Background: an optimization exercise with open tools, aiming at small area. Do not read the settings as production practice. The RTL was checked by simulation tests, not by an equivalence proof against the original design. The clock port is modelled as an ideal driver, which makes a skipped or thinned clock tree look cheaper than it is; a real chip needs a root buffer or a tree. No activity file was given, so power comes from the tool's default toggle rates.

==> module beebc_core, before the edit <==
module beebc_core (
    input  wire       clk,
    input  wire       rst,         
    output wire [3:0] mem_addr,
    input  wire [7:0] mem_rdata,
    output wire [7:0] mem_wdata,
    output wire       mem_we,
    output wire [7:0] out,
    output wire       out_strobe,
    output wire       halted
);
    localparam [3:0] C0   = 4'd0;
    localparam [3:0] C1   = 4'd9;
    localparam [3:0] C2   = 4'd2;
    localparam [3:0] C3   = 4'd8;
    localparam [3:0] C4   = 4'd7;
    localparam [3:0] C5   = 4'd4;
    localparam [3:0] C6   = 4'd5;
    localparam [3:0] C7   = 4'd1;
    localparam [3:0] LDA  = 4'd10;
    localparam [3:0] ADD  = 4'd15;
    localparam [3:0] SUB  = 4'd14;
    localparam [3:0] STA  = 4'd11;
    localparam [3:0] OUT  = 4'd12;
    localparam [3:0] JMP  = 4'd13;
    localparam [3:0] CPY  = 4'd6;
    localparam [3:0] HLT  = 4'd3;
    reg  [3:0] state;
    reg  [3:0] pc;
    reg  [3:0] m;       
    reg  [7:0] a;
    reg  [7:0] alu;
    reg        cf;
    reg        zf;
    wire [3:0] next;
    beebc_decoder u_dec (
        .state  (state),
        .opcode (mem_rdata[7:4]),
        .cf     (cf),
        .zf     (zf),
        .next   (next)
    );
    wire fetch  = (state == C2);
    wire s_lda  = (state == LDA);
    wire s_alu  = (state == ADD) | (state == SUB);    
    wire s_sub  = ~state[0];    
    wire s_copy = (state == CPY);                     
    wire s_step = (state == C3) | (state == LDA) | (state == ADD) | (state == SUB) |
                  (state == STA) | (state == OUT);    
    wire [7:0] b = mem_rdata ^ {8{s_sub}};
    wire [8:0] c;
    wire [7:0] r;
    assign c[0] = s_sub;
    assign r[0] = a[0] ^ mem_rdata[0];
    assign c[1] = s_sub ? (a[0] | ~mem_rdata[0]) : (a[0] & mem_rdata[0]);
    genvar i;
    generate
        for (i = 1; i < 8; i = i + 1) begin : g_add
            assign r[i]   = a[i] ^ b[i] ^ c[i];
            assign c[i+1] = (a[i] & b[i]) | (c[i] & (a[i] ^ b[i]));
        end
    endgenerate
    wire ovf = c[8] ^ s_sub;
    wire is_ldi = fetch & (mem_rdata[7:4] == 4'd5);
    wire a_from_alu = ~rst & s_copy;
    wire a_from_mem = ~rst & (s_lda | is_ldi);
    wire a_hold     = ~rst & ~(s_copy | s_lda | is_ldi);
    wire [7:0] ld   = {mem_rdata[7:4] & {4{~fetch}}, mem_rdata[3:0]};
    wire alu_load   = ~rst & s_alu & ~ovf;
    wire alu_hold   = ~rst & ~(s_alu & ~ovf);
    always @(posedge clk) begin
        m   <= pc + 4'd1;
        a   <= ({8{a_from_alu}} & alu) | ({8{a_from_mem}} & ld) | ({8{a_hold}} & a);
        alu <= ({8{alu_load}} & r) | ({8{alu_hold}} & alu);
        if (rst) begin
            state <= C0;
            pc    <= 4'd0;
            cf    <= 1'b0;
            zf    <= 1'b0;
        end else begin
            state <= next;
            if (fetch)
                pc <= mem_rdata[3:0];
            else if (s_step)
                pc <= m;
            if (s_alu) begin
                cf <= ovf;
                zf <= ~ovf & (r == 8'h00);
            end
        end
    end
    assign mem_addr   = pc;
    assign mem_wdata  = a;
    assign mem_we     = (state == STA);
    assign out        = a;
    assign out_strobe = (state == OUT);
    assign halted     = (state == HLT);
endmodule
clock: 8.0 ns
lec_check: 0
cap_margin: 20
core_margin: 2
core_utilization: 40
slew_margin: 20
buffer_ports_args: -buffer_cell sky130_fd_sc_hd__buf_1
cts_args: -repair_clock_nets -buf_list sky130_fd_sc_hd__clkbuf_4 -dont_use_dummy_load -sink_buffer_max_cap_derate 1.0
post_cts_tcl: /design/flow/flow/collapse.tcl
collapse_root_cell: sky130_fd_sc_hd__clkbuf_16
standard.sh (not shown) runs the stock make flow with config.mk's settings and CLKGATE_MAP_FILE= SYNTH_SCRIPT=/design/flow/synth_recipe.tcl, a recipe that flattens the netlist after the stock synthesis.
==> flow/flow/run.sh <==
#!/bin/bash
# The standard ORFS layout (standard.sh), with three changes:
#  - synthesis maps the logic with the area-oriented ABC script in
#    flow/abc_area.abc instead of ORFS's speed script (the rest of the
#    standard synthesis, synth_recipe.tcl, is unchanged: same registers, same
#    flattening and renaming);
#  - the port buffers are the smallest buffer cell, sky130_fd_sc_hd__buf_1;
#  - clock tree synthesis options (CTS_ARGS below), after which
#    flow/collapse.tcl (run by ORFS as the POST_CTS_TCL hook) merges the
#    clock tree into one buffer, a sky130_fd_sc_hd__clkbuf_16, that drives every register.

# The make output of every step goes to standard.log in this folder; ORFS's
# own per-step logs stay under orfs/logs.
set -euo pipefail
here=$(pwd)
export MY_ABC_SCRIPT=$here/flow/abc_area.abc
{
  head -n 1 synth_recipe.tcl
  cat <<'TCL'
proc abc {args} {
  set i [lsearch -exact $args -script]
  if {$i >= 0} { set args [lreplace $args $i [expr {$i + 1}] -script $::env(MY_ABC_SCRIPT)] }
  yosys abc {*}$args
}
TCL
  tail -n +2 synth_recipe.tcl
} > my_synth.tcl
sed "s#SYNTH_SCRIPT=[^ ]*synth_recipe.tcl#SYNTH_SCRIPT=$here/my_synth.tcl#" standard.sh > my_standard.sh
grep -q "SYNTH_SCRIPT=$here/my_synth.tcl" my_standard.sh
echo 'export BUFFER_PORTS_ARGS = -buffer_cell sky130_fd_sc_hd__buf_1' >> config.mk
CTS_ARGS="-repair_clock_nets -buf_list sky130_fd_sc_hd__clkbuf_4 -dont_use_dummy_load -sink_buffer_max_cap_derate 1.0"
if [ -n "$CTS_ARGS" ]; then echo "export CTS_ARGS = $CTS_ARGS" >> config.mk; fi
echo "export POST_CTS_TCL = $here/flow/collapse.tcl" >> config.mk
echo 'export COLLAPSE_ROOT_CELL = sky130_fd_sc_hd__clkbuf_16' >> config.mk
bash my_standard.sh > standard.log 2>&1
Other scripts of this flow, unchanged in this note and not shown: flow/flow/abc_area.abc, flow/flow/collapse.tcl
The starting point went through all stages and came out clean.
==> next run, changes <==
--- a/flow/design.v
+++ b/flow/design.v
@@ -107,11 +107,9 @@
     wire [8:0] c;
     wire [7:0] r;
     assign c[0] = s_sub;
-    assign r[0] = a[0] ^ mem_rdata[0];
-    assign c[1] = s_sub ? (a[0] | ~mem_rdata[0]) : (a[0] & mem_rdata[0]);
     genvar i;
     generate
-        for (i = 1; i < 8; i = i + 1) begin : g_add
+        for (i = 0; i < 8; i = i + 1) begin : g_add
             assign r[i]   = a[i] ^ b[i] ^ c[i];
             assign c[i+1] = (a[i] & b[i]) | (c[i] & (a[i] ^ b[i]));
         end
After rerunning: Design area is lower slightly. Maximum frequency drops slightly. Cell count is lower slightly. Non-clock buffer count does not change. Total power shrinks slightly. Setup slack loses 78 ps. Routed wire length shrinks by a few percent. Critical path depth drops by 1. Register-to-register slack gets better by 40 ps. Die area drops slightly. Global-route usage fell by 1.0 points.

what the ideal ports hide:
In the flow no input, the clock included, has a driving cell. The finished layouts below were timed again as built, in two steps. Step 1: set_driving_cell puts a clkbuf_16 on clk and a buf_2 on each other input, an assumption about the parent block. Step 2 moves the port delays by t, midway between the first and last clock arrival at a register: inputs arrive t later, outputs are due t later. That takes back most of the time a late clock gives input paths. Slacks: no drivers / after step 1 / after step 2; pairs: no drivers / after step 1.
run | t, ns | setup slack, ns | worst setup path at the end | pins driven straight from the clock port
the first run | 0.200 | 3.003 / 3.010 / 2.810 | input to register | 1
the second run | 0.194 | 2.925 / 2.931 / 2.738 | input to register | 1
After both steps every run listed still meets setup and hold. For the first run, which loses most, drivers alone change the setup slack by +0.007 ns; drivers and shift together by -0.193 ns.
